Background: an optimization exercise with open tools, aiming at small area, a short achievable clock period and few clock cycles. Do not read the settings as production practice. The RTL was checked by simulation tests, not by an equivalence proof against the original design. Power is estimated from default activity; no workload was simulated.

==> design/flow/design.v <==
module twb_flash_engine (
    input  wire        clk,
    input  wire        rst,
    input  wire        cmd_valid,
    output wire        cmd_ready,
    input  wire        cmd_verify,       
    input  wire [15:0] cmd_length,       
    input  wire [15:0] cmd_start_page,
    input  wire [7:0]  cmd_page_size,    
    input  wire        buf_valid,
    output wire        buf_ready,
    input  wire [7:0]  buf_data,
    output wire        tx_valid,
    input  wire        tx_ready,
    output wire [7:0]  tx_data,
    output wire        tx_last,
    input  wire        ack_valid,
    output wire        ack_ready,
    input  wire        ack_ok,
    input  wire        rx_valid,
    output wire        rx_ready,
    input  wire [7:0]  rx_data,
    output reg         rsp_valid,
    output reg  [2:0]  rsp_status,
    output wire [15:0] rsp_page
);
    function [15:0] crc16_upd;
        input [15:0] acc;
        input [7:0]  b;
        integer k;
        reg [15:0] c;
        begin
            c = acc ^ {8'h00, b};
            for (k = 0; k < 8; k = k + 1) begin
                if (c[0]) c = (c >> 1) ^ 16'hA001;
                else      c = c >> 1;
            end
            crc16_upd = c;
        end
    endfunction
    reg        st_idle, st_hdr, st_data, st_ack, st_read;
    reg        verify;
    reg [7:0]  ps;
    reg [15:0] rem;          
    reg [7:0]  cnt;          
    reg [15:0] idx;          
    reg [15:0] addr;         
    reg [15:0] crc;          
    reg        mul;
    reg [3:0]  step;
    reg [1:0]  h;            
    reg [7:0]  o_data;
    reg        o_valid, o_last;
    reg [7:0]  s_data;
    reg        s_valid;
    reg        tx_valid_q, buf_ready_q, rx_ready_q;
    assign cmd_ready = st_idle;
    assign ack_ready = st_ack;
    assign tx_valid  = tx_valid_q;
    assign tx_data   = o_data;
    assign tx_last   = o_last;
    assign buf_ready = buf_ready_q;
    assign rx_ready  = rx_ready_q;
    assign rsp_page  = idx;
    wire cmd_fire = st_idle & cmd_valid;
    wire tx_fire  = tx_valid_q & tx_ready;
    wire rx_fire  = rx_ready_q & rx_valid;
    wire buf_fire = buf_ready_q & buf_valid;
    wire ack_fire = st_ack & ack_valid;
    wire lo_fire  = st_hdr & tx_fire & (h == 2'd3);
    wire consume  = (st_data & tx_fire) | rx_fire;
    wire end_w    = st_data & tx_fire & o_last;
    wire end_v    = rx_fire & o_last;
    wire rem_nz   = |rem;
    wire more     = rem_nz | s_valid;
    wire [7:0] d     = (rx_data == 8'hFF) ? 8'h00 : (rx_data ^ o_data);
    wire       match = (crc[15:8] == 8'h00) & (crc[7:0] == d);
    wire cnt_nz    = |cnt;
    wire load_slot = (st_data | st_read | st_ack | lo_fire) & cnt_nz &
                     (~o_valid | consume | lo_fire);
    wire src_avail = s_valid | buf_fire | ~rem_nz;
    wire load      = load_slot & src_avail;
    wire [7:0] src = s_valid ? s_data : (rem_nz ? buf_data : 8'hFF);
    wire [7:0] add_a = mul ? cnt : addr[7:0];
    wire [7:0] add_b = (mul & ~addr[0]) ? 8'h00 : ps;
    wire [8:0] sum   = add_a + add_b;
    wire adv_w  = ack_fire & ack_ok & ~verify & more;
    wire adv_v  = end_v & match & more;
    wire adv    = adv_w | adv_v;
    wire ok_end = (ack_fire & ack_ok & ~verify & ~more) | (end_v & match & ~more);
    wire tr_end = ack_fire & ~ack_ok;
    wire mm_end = end_v & ~match;
    wire ps_z   = (cmd_page_size == 8'd0);
    wire len_z  = (cmd_length == 16'd0);
    wire start  = cmd_fire & ~ps_z & ~len_z;
    reg        n_idle, n_hdr, n_data, n_ack, n_read;
    reg        n_mul;
    reg [3:0]  n_step;
    reg [15:0] n_addr;
    reg [7:0]  n_o;
    reg        n_ov, n_ol;
    reg        n_sv;
    reg [15:0] n_rem;
    always @(*) begin
        n_idle = st_idle; n_hdr = st_hdr; n_data = st_data; n_ack = st_ack; n_read = st_read;
        if (cmd_fire) begin
            n_idle = ~start; n_hdr = start;
        end
        if (lo_fire) begin
            n_hdr = 1'b0; n_data = ~verify; n_ack = verify;
        end
        if (end_w) begin
            n_data = 1'b0; n_ack = 1'b1;
        end
        if (ack_fire) begin
            n_ack  = 1'b0;
            n_read = ack_ok & verify;
            n_hdr  = adv_w;
            n_idle = ~ack_ok | (~verify & ~more);
        end
        if (end_v) begin
            n_read = 1'b0;
            n_hdr  = adv_v;
            n_idle = ~adv_v;
        end
        n_mul  = mul;
        n_step = step;
        if (start) begin
            n_mul = 1'b1; n_step = 4'd0;
        end else if (mul) begin
            n_step = step + 4'd1;
            if (step == 4'd15) n_mul = 1'b0;
        end
        n_addr = addr;
        if (start)    n_addr = cmd_start_page;
        else if (mul) n_addr = {sum[0], addr[15:1]};
        else if (adv) n_addr = {addr[15:8] + {7'd0, sum[8]}, sum[7:0]};
        n_o = o_data; n_ov = o_valid; n_ol = o_last;
        if (start) begin
            n_o = 8'h02; n_ov = 1'b1; n_ol = 1'b0;
        end else if (st_hdr & tx_fire & ~lo_fire) begin
            case (h)
                2'd0:    n_o = 8'h01;
                2'd1:    n_o = n_addr[15:8];
                default: begin n_o = addr[7:0]; n_ol = verify; end
            endcase
        end else if (load) begin
            n_o = src; n_ov = 1'b1; n_ol = (cnt == 8'd1);
        end else if (end_w | adv_v) begin
            n_o = 8'h02; n_ov = 1'b1; n_ol = 1'b0;
        end else if (consume | lo_fire) begin
            n_ov = 1'b0;
        end
        n_sv = start ? 1'b0 : (s_valid ? ~load : (buf_fire & ~load));
        n_rem = start ? cmd_length : (buf_fire ? rem - 16'd1 : rem);
    end
    wire n_rem_nz = start ? 1'b1 : (buf_fire ? (rem != 16'd1) : rem_nz);
    always @(posedge clk) begin
        if (rst) begin
            st_idle     <= 1'b1;
            st_hdr      <= 1'b0;
            st_data     <= 1'b0;
            st_ack      <= 1'b0;
            st_read     <= 1'b0;
            mul         <= 1'b0;
            o_valid     <= 1'b0;
            s_valid     <= 1'b0;
            tx_valid_q  <= 1'b0;
            buf_ready_q <= 1'b0;
            rx_ready_q  <= 1'b0;
            rsp_valid   <= 1'b0;
        end else begin
            st_idle     <= n_idle;
            st_hdr      <= n_hdr;
            st_data     <= n_data;
            st_ack      <= n_ack;
            st_read     <= n_read;
            mul         <= n_mul;
            o_valid     <= n_ov;
            s_valid     <= n_sv;
            tx_valid_q  <= (n_hdr & (~n_mul | (n_step >= 4'd14))) | (n_data & n_ov);
            buf_ready_q <= ~n_idle & ~n_sv & n_rem_nz;
            rx_ready_q  <= n_read & n_ov;
            rsp_valid   <= (cmd_fire & ~start) | ok_end | tr_end | mm_end;
        end
        step   <= n_step;
        addr   <= n_addr;
        o_data <= n_o;
        o_last <= n_ol;
        rem    <= n_rem;
        if (cmd_fire) begin
            verify <= cmd_verify;
            ps     <= cmd_page_size;
        end
        if (start | adv | (st_hdr & tx_fire & (h != 2'd3)))
            h <= start | adv ? 2'd0 : h + 2'd1;
        if (start)           cnt <= 8'd0;
        else if (mul)        cnt <= sum[8:1];
        else if (lo_fire)    cnt <= load ? cnt - 8'd1 : cnt;
        else if (st_hdr)     cnt <= ps;
        else if (load)       cnt <= cnt - 8'd1;
        if (buf_fire & ~(load & ~s_valid))
            s_data <= buf_data;
        if (rx_fire)       crc <= crc16_upd(crc, d);
        else if (~st_read) crc <= 16'd0;
        if (cmd_fire)                         idx <= start ? cmd_start_page : 16'd0;
        else if (adv)                         idx <= idx + 16'd1;
        else if (ok_end)                      idx <= 16'd0;
        if (cmd_fire)    rsp_status <= ps_z ? 3'd3 : 3'd0;
        else if (tr_end) rsp_status <= 3'd1;
        else if (mm_end) rsp_status <= 3'd5;
        else if (ok_end) rsp_status <= 3'd0;
    end
endmodule
==> design/flow/flow/run.sh <==
#!/bin/bash
# Standard ORFS layout with small port buffers and a lighter clock tree.
set -euo pipefail
export BUFFER_PORTS_ARGS="-buffer_cell sky130_fd_sc_hd__buf_1"
export CTS_ARGS="-sink_clustering_enable -repair_clock_nets -dont_use_dummy_load -buf_list {sky130_fd_sc_hd__clkbuf_4 sky130_fd_sc_hd__clkbuf_8} -sink_clustering_size 24 -sink_clustering_max_diameter 80"
bash standard.sh > standard.log 2>&1
==> design/flow/standard.sh <==
#!/bin/bash
# synth_recipe.tcl (not shown) runs the flow's synth.tcl, then flattens the netlist and writes it again
# the make line also repeats each setting of config.mk as NAME=value (left out here)
make -C /OpenROAD-flow-scripts/flow DESIGN_CONFIG=/design/flow/config.mk WORK_HOME=/design/flow/orfs CLKGATE_MAP_FILE= SYNTH_SCRIPT=/design/flow/synth_recipe.tcl "${@:-finish}"
==> design/flow/config.mk <==
export PLATFORM = sky130hd
export DESIGN_NAME = twb_flash_engine
export DESIGN_NICKNAME = twb_flash_engine
export VERILOG_FILES = /design/flow/design.v
export SDC_FILE = /design/flow/constraint.sdc
export NUM_CORES = 4
export LEC_CHECK = 0
export CAP_MARGIN = 20
export CORE_MARGIN = 2
export CORE_UTILIZATION = 40
export SLEW_MARGIN = 20
==> design/flow/constraint.sdc <==
create_clock -name core_clock -period 11.0 [get_ports {clk}]
set_input_delay 2.2000 -clock core_clock [delete_from_list [all_inputs] [get_ports {clk}]]
set_output_delay 2.2000 -clock core_clock [all_outputs]
set_load 0.01 [all_outputs]
==> out/metrics.cfg, run 1 <==
[critical_path]
crit_required_ns=11.33
critPathLaunchType=input pin
worstReg2RegEnd=o_data[4]
worst_ep_arrival_time_ns=5.37
timing.rr.start=mul
crit_path_end_kind=flop
path_max_fanout=13
reg2regPathDepth=20
rrSetupSlack_ns=6.78
setup.worst_path.class=input pin to flop

[placed_design]
dp_hpwl_um=13500
numPortBuffers=98
place_congestion=0.842
dp_cells=1026

[cts]
post_cts_buffers=0
ctsRootBufferMaster=clkbuf_8
cts_tree=yes
postCtsHoldBufs=0
clock_sinks=119
cts_resized=0
cts.path.max_buffers=2
clkLatencyLatePin_ns=0.45
cts.clk_slew.worst_paths_ns=0.06
cts_buffers=17
cts-htree-levels=4

[job]
cap_viol_max_count=0

[power_and_ir_drop]
seqPwrFrac_pct=52.4
power.density_mw_per_mm2=139
intPower_mw=0.750
switchingPower_mw=0.326
switching_share_pct=30.3
vdd_drop_max_v=0.0000765
p_comb_share_pct=20.7
power_leakage_nw=2.83
clkPwrFrac_pct=26.9

[detailed_routing]
drc=0
drtIter0Drc=420
routed_wl_um=18000
vias=5691
first_pass_iters=5
antenna_left=0
via_per_inst=5.46
wl_per_cell_um=17.3

[cells_and_area]
final_common_cell=buf_1
drive_gt1_share_pct=6.11
syn_to_final_growth_pct=11.1
fin_nets=910
n_fill_cell=1741
layout_common_cells=buf_1, nand2_1, edfxtp_1
n_antenna_cell=0
instances_no_fill=1043

[synth]
synthCells=733
synth_fp_nets=823
synth-main-ff-cell=edfxtp_1
ys_ff_latch=119
syn_area_per_cell_um2=9.54
synthArstFlopShare_pct=0
yosysSeqAreaShare_pct=45.2
synth_area_mm2=0.00699
synth_edf_count=78
ys_types=70
synth_warnings=1

[global_route]
grt_use_total_pct=19.9
grt_pass1_wl_um=28200
grt_pass1_vias=5343
grt_max_degree=50
antenna_found_initial=0
overflow=0

[outcome]
status=timing/DRC/antenna clean

[floorplanning]
ios=99
rows=48
die_y_um=136
die-area_mm2=0.0186
start_util_pct=40.7
core_mm2=0.0172
die_w_um=136

[worst_hold_path]
min_from=step[1]
min_to=step[1]
worstHoldPathType=flop to flop
worstHoldPathCells=2

[sta]
fmax_mhz=198
report.final.hold_viol_count=0
tightest_slew_ns=0.867
tns_ns=0
fin_crit_sh_pct=45.8
finalSetupViolCount=0
clock-skew-final_ns=0.0249
slew_violations=0
rsz0062_at_grt=false
relSlewSlack_pct=42.2
post-route-min-period_ns=5.04

cell usage after synthesis (5+ instances only):
library cell / number / area, um^2
ha_1: 24 / 300
nand2b_1: 5 / 31.3
nand3_1: 34 / 170
buf_1: 5 / 18.8
edfxtp_1: 78 / 2340
nor2_1: 61 / 229
a21o_1: 5 / 37.5
a31oi_1: 9 / 56.3
nor3_1: 16 / 80.1
dfxtp_1: 41 / 821
nand4_1: 15 / 93.8
o221ai_1: 5 / 43.8
a21oi_1: 32 / 160
o21a_1: 5 / 37.5
xor2_1: 35 / 307
nand2_1: 94 / 353
xnor2_1: 36 / 315
a221oi_1: 6 / 52.6
o21ai_0: 59 / 295
and2_1: 12 / 75.1
nor4_1: 11 / 68.8
mux2_2: 8 / 90.1
and3_1: 17 / 106
nor2b_1: 5 / 31.3
clkbuf_1: 25 / 93.8
inv_1: 19 / 71.3
power by group through the flow:
stage          logic, mW  clock network, mW  registers, mW
6_report           0.223              0.289          0.564
5_1_grt            0.251              0.316          0.568
4_1_cts            0.224              0.296          0.563
3_5_place_dp       0.223                  0          0.572
3_3_place_gp       0.222                  0          0.573
2_1_floorplan      0.165                  0          0.561
area by class of cell:
class | instances | area, um^2 | share of cell area, %
inverters | 19 | 71.3 | 0.918
multi-input cells | 562 | 3630 | 46.7
flip-flops and latches | 119 | 3160 | 40.7
repair buffers | 101 | 390 | 5.03
well taps | 225 | 282 | 3.62
clock buffers | 17 | 234 | 3.01
stage by stage:
stage                     hold WS [ns]  total power [mW]  worst slack (ns)  area (um^2)  util, %
after global routing             0.554              1.13              5.72         7770     45.2
after floorplan                  0.475             0.725              6.07         6990        -
after CTS                        0.510              1.08              6.00         7770     45.2
final                            0.510              1.08              5.96         7770     45.2
after detailed placement         0.500             0.794              5.58         7530     43.9
after global placement           0.493             0.795              5.64         7530     43.9
how the worst max path moves through the flow:
stage                           from         to  slack (ns)  cells past startpoint
after CTS                 rx_data[7]  o_data[3]        6.00                     13
after global routing      rx_data[7]  o_data[1]        5.72                     13
after detailed placement  rx_data[7]     idx[9]        5.58                     11
after floorplan           rx_data[6]  o_data[3]        6.07                     13
after global placement    rx_data[7]  o_data[3]        5.64                     13
final                     rx_data[1]  o_data[3]        5.96                     13
logic make-up after synthesis:
group           synth area share (%)
compound gates                  14.5
xor+xnor                        9.54
fa+ha+maj                       4.58
buf+inv                         2.92
flops                           45.2
mux                             1.86
simple gates                    21.4
metal layers:
layer	GRT usage, %	vias up	part of all wire (%)
li1	-	2845	-
met1	27.6	2694	48
met2	31.4	135	47
met3	3.91	17	4.2
met4	5.96	0	1.3
met5	0	-	0
critical path, stage by stage:
cell	delay [ns]
buf_1	0.13
nand4_1	0.15
or2_2	0.38
nand2_1	0.10
xor2_1	0.32
ha_1	0.21
and4b_1	0.24
nand4_2	0.26
a21o_1	0.41
or3_1	0.39
a31oi_1	0.17
a21boi_1	0.11
a2111oi_2	0.30
flip-flops by register name (all words and copies together) (netlist names), 2 cells and up:
register,cells
idx,16
ps,8
o_data,8
rsp_status,3
addr,16
step,4
h,2
crc,16
s_data,8
rem,16
cnt,8
Testbench counts, summed over its fixed seeds: cycles 62,306.
==> inputs of run 2 (changes only) <==
==> design/flow/run.sh (new file) <==
#!/bin/bash
# synth_recipe.tcl (not shown) runs the flow's synth.tcl, then flattens the netlist and writes it again
# the make line also repeats each setting of config.mk as NAME=value (left out here)
make -C /OpenROAD-flow-scripts/flow DESIGN_CONFIG=/design/flow/config.mk WORK_HOME=/design/flow/orfs CLKGATE_MAP_FILE= SYNTH_SCRIPT=/design/flow/synth_recipe.tcl finish
removed: design/flow/flow/run.sh
removed: design/flow/standard.sh
==> run 2 against run 1 <==
Against the previous run: still clean; design area grew 13%; global-route usage grew 0.90 points; worst setup slack lost 0.42 ns; via count grew 4.1%; final cell count grew 1.4%; fmax shrank 7.7%; critical endpoint unchanged; highest routed layer unchanged.
==> out/metrics.cfg, run 2 <==
[outcome]
status=timing/DRC/antenna clean

[detailed_routing]
drc=0  ; unchanged
via_per_inst=5.60  ; +2.6%
antenna_left=0  ; unchanged
vias=5922  ; +4.1%
wl_per_cell_um=18.0  ; +4.4%
routed_wl_um=19100  ; +5.9%
drtIter0Drc=517  ; +23%
first_pass_iters=5  ; unchanged

[synth]
synth_warnings=1  ; unchanged
ys_types=70  ; unchanged
synthTopCellsByCount=nand2_1, edfxtp_1, nor2_1, o21ai_0, dfxtp_1
yosysSeqAreaShare_pct=45.2  ; unchanged
synth_top_area_cell=edfxtp_1
ys_ff_latch=119  ; unchanged
synth-main-ff-cell=edfxtp_1
synthTopCellsByArea=edfxtp_1, dfxtp_1, nand2_1
syn_area_per_cell_um2=9.54  ; unchanged
synth_fp_nets=823  ; unchanged
synth_area_mm2=0.00699  ; unchanged
synth_top_area_share_pct=33.5  ; unchanged
synthArstFlopShare_pct=0  ; unchanged
synth_edf_count=78  ; unchanged
synth.most_common_cell=nand2_1
synthCells=733  ; unchanged

[critical_path]
worst_ep_arrival_time_ns=5.78  ; +0.41 ns
crit_required_ns=11.32  ; about the same
crit_family=simple AND/OR/NAND/NOR gates
worstPathCellList=clkdlybuf4s50_1, nand4_1, or2_2, nand2_1, xor2_1, ha_1, and4b_1, nand4_2, a21o_1, or3_1, a31oi_1, a21boi_1, a2111oi_2
crit_slowest_cell=clkdlybuf4s50_1
slowest_delay_ns=0.51  ; +0.10 ns
critPathLaunchType=input pin
path_max_fanout=13  ; unchanged
crit_path_end_kind=flop
setup.worst_path.class=input pin to flop
critPathBufInv=1  ; unchanged

[sta]
slew_violations=0  ; unchanged
tightest_slew_ns=0.933  ; +0.0664 ns
fin_crit_sh_pct=49.6  ; +3.8 points
tns_ns=0  ; unchanged
post-route-min-period_ns=5.46  ; +0.418 ns
fmax_mhz=183  ; -7.7%
rsz0062_at_grt=false
clock-skew-final_ns=0.00805  ; -0.0168 ns
finalSetupViolCount=0  ; unchanged
relSlewSlack_pct=37.8  ; -4.4 points
report.final.hold_viol_count=0  ; unchanged

[global_route]
grt_pass1_wl_um=29300  ; +3.8%
antenna_found_initial=0  ; unchanged
grt_max_degree=57  ; +14%
grt_pass1_vias=5617  ; +5.1%
overflow=0  ; unchanged
grt_use_total_pct=20.8  ; +0.90 points

[placed_design]
dp_hpwl_um=14200  ; +5.8%
numPortBuffers=98  ; unchanged
place_congestion=0.874  ; +3.8%

[cts]
cts-htree-levels=4  ; unchanged
clock_sinks=119  ; unchanged
cts_buffers=17  ; unchanged
cts_resized=0  ; unchanged
post_cts_buffers=0  ; unchanged
cts.clk_slew.worst_paths_ns=0.06  ; about the same
clkLatencyLatePin_ns=0.43  ; -0.02 ns
postCtsHoldBufs=0  ; unchanged
cts_tree=yes
cts.path.max_buffers=2  ; unchanged
ctsRootBufferMaster=clkbuf_16

[power_and_ir_drop]
power_leakage_nw=3.29  ; +16%
power.density_mw_per_mm2=162  ; +17%
vdd_drop_max_v=0.000116  ; +52%

[cells_and_area]
finish.utilization_pct=51.2  ; +6.0 points
drive_gt1_share_pct=7.68  ; +1.6 points
n_antenna_cell=0  ; unchanged
final_common_cell=clkdlybuf4s50_1
layout_common_cells=clkdlybuf4s50_1, nand2_1, edfxtp_1
syn_to_final_growth_pct=25.7
fin_nets=910  ; unchanged
n_fill_cell=1575  ; -9.5%

[floorplanning]
die-area_mm2=0.0186  ; unchanged
die_w_um=136  ; unchanged
ios=99  ; unchanged
rows=48  ; unchanged
start_util_pct=40.7  ; unchanged
die_y_um=136  ; unchanged
core_mm2=0.0172  ; unchanged

[worst_hold_path]
worstHoldPathType=flop to flop

[job]
cap_viol_max_count=0  ; unchanged

## run 2: layout make-up
cell class | count | area (um^2) | area share, %
multi-input combinational | 562 | 3630 | 41.3
clock inverter | 14 | 204 | 2.32
clock buffer | 18 | 439 | 5.00
inverter | 19 | 71.3 | 0.811
timing repair buffer | 101 | 1000 | 11.4
tap | 225 | 282 | 3.20
sequential | 119 | 3160 | 36.0
## run 2: kinds of logic (layout without fill, tap and decap cells)
| logic type | Yosys count | count (layout) | share of synthesized area [%] |
|---|---|---|---|
| AND/OR/NAND/NOR | 294 | 294 | 21.4 |
| AO/OA/AOI/OAI | 158 | 158 | 14.5 |
| flip-flops | 119 | 119 | 45.2 |
| XOR/XNOR | 73 | 73 | 9.54 |
| buffers and inverters | 52 | 152 | 2.92 |
| adder cells (fa/ha/maj) | 25 | 25 | 4.58 |
| multiplexers | 12 | 12 | 1.86 |
## run 2: path summary, 6_finish.rpt
| path | from | endpoint | slack [ns] | cells after the start |
|---|---|---|---|---|
| setup reg to reg | mul | o_data[2] | 6.69 | 20 |
| hold / removal | step[1] | step[1] | 0.51 | 2 |
| setup / recovery | rx_data[6] | o_data[3] | 5.54 | 13 |
| hold reg to reg | step[1] | step[1] | 0.51 | 2 |
## run 2: metal layers
metal  GRT usage, %  up-vias  wire [um]
met4           7.64        0        415
met5              0        -          0
met1           27.8     2841       8590
met3           5.44       35       1020
li1               -     2861          -
met2           32.4      185       9030
## run 2: metrics by stage
stage               hold WS [ns]  total power [mW]  instances  worst slack, ns  instance area, um^2
finish                     0.515              1.42       1058             5.54                 8790
floorplan                  0.475             0.725        733             6.07                 6990
global route               0.543              1.48       1058             5.24                 8790
CTS                        0.514              1.43       1058             5.58                 8790
detailed placement         0.506             0.820       1026             5.17                 8150
global placement           0.488             0.816       1026             5.30                 8150
## run 2: power by group
part | internal [mW] | total (mW) | switching, mW
clock | 0.405 | 0.611 | 0.206
combinational | 0.118 | 0.249 | 0.131
sequential | 0.519 | 0.565 | 0.0452
total | 1.04 | 1.42 | 0.382
## run 2: worst register-to-register path: stages, from the launching register on
cell and delay, ns:
dfxtp_1 0.33, buf_4 0.44, nand2b_1 0.29, and2_1 0.23, ha_1 0.20, inv_1 0.07
fa_1 0.20, nor2b_1 0.06, o21a_1 0.18, o21a_1 0.20, o31a_1 0.27, o21ai_0 0.24
nand2_1 0.12, ha_1 0.24, ha_1 0.24, inv_1 0.07, a211oi_1 0.06, xnor2_1 0.15
o21ai_0 0.32, nand3_1 0.14, a31oi_1 0.19

[re-timing with driven ports]
How much do the figures lean on ideal ports? The routed layouts below were timed once more, with nothing changed but the port constraints.
Step 1 sets driving cells, clkbuf_16 on the clock port and buf_2 on the other inputs (assumed; they add their load-dependent delay and slew).
Step 2 moves the port delays by t, midway between the first and last clock arrival at a register: inputs arrive t later, outputs are due t later. That takes back most of the time a late clock gives input paths.
a / b / c = ideal / step 1 / step 2; a / b = the first two.
| run | t, ns | setup slack, ns | clock arrival spread, ns | worst register clock-pin slew, ns | worst data-port slew with drivers (ns) |
|---|---|---|---|---|---|
| run 1 | 0.473 | 5.958 / 5.972 / 5.499 | 0.025 / 0.025 | 0.07 / 0.07 | 0.07 |
| run 2 | 0.468 | 5.540 / 5.557 / 5.089 | 0.009 / 0.008 | 0.06 / 0.06 | 0.05 |
After both steps every run listed still meets setup and hold. For run 1, which loses most, drivers alone change the setup slack by +0.014 ns; drivers and shift together by -0.459 ns.
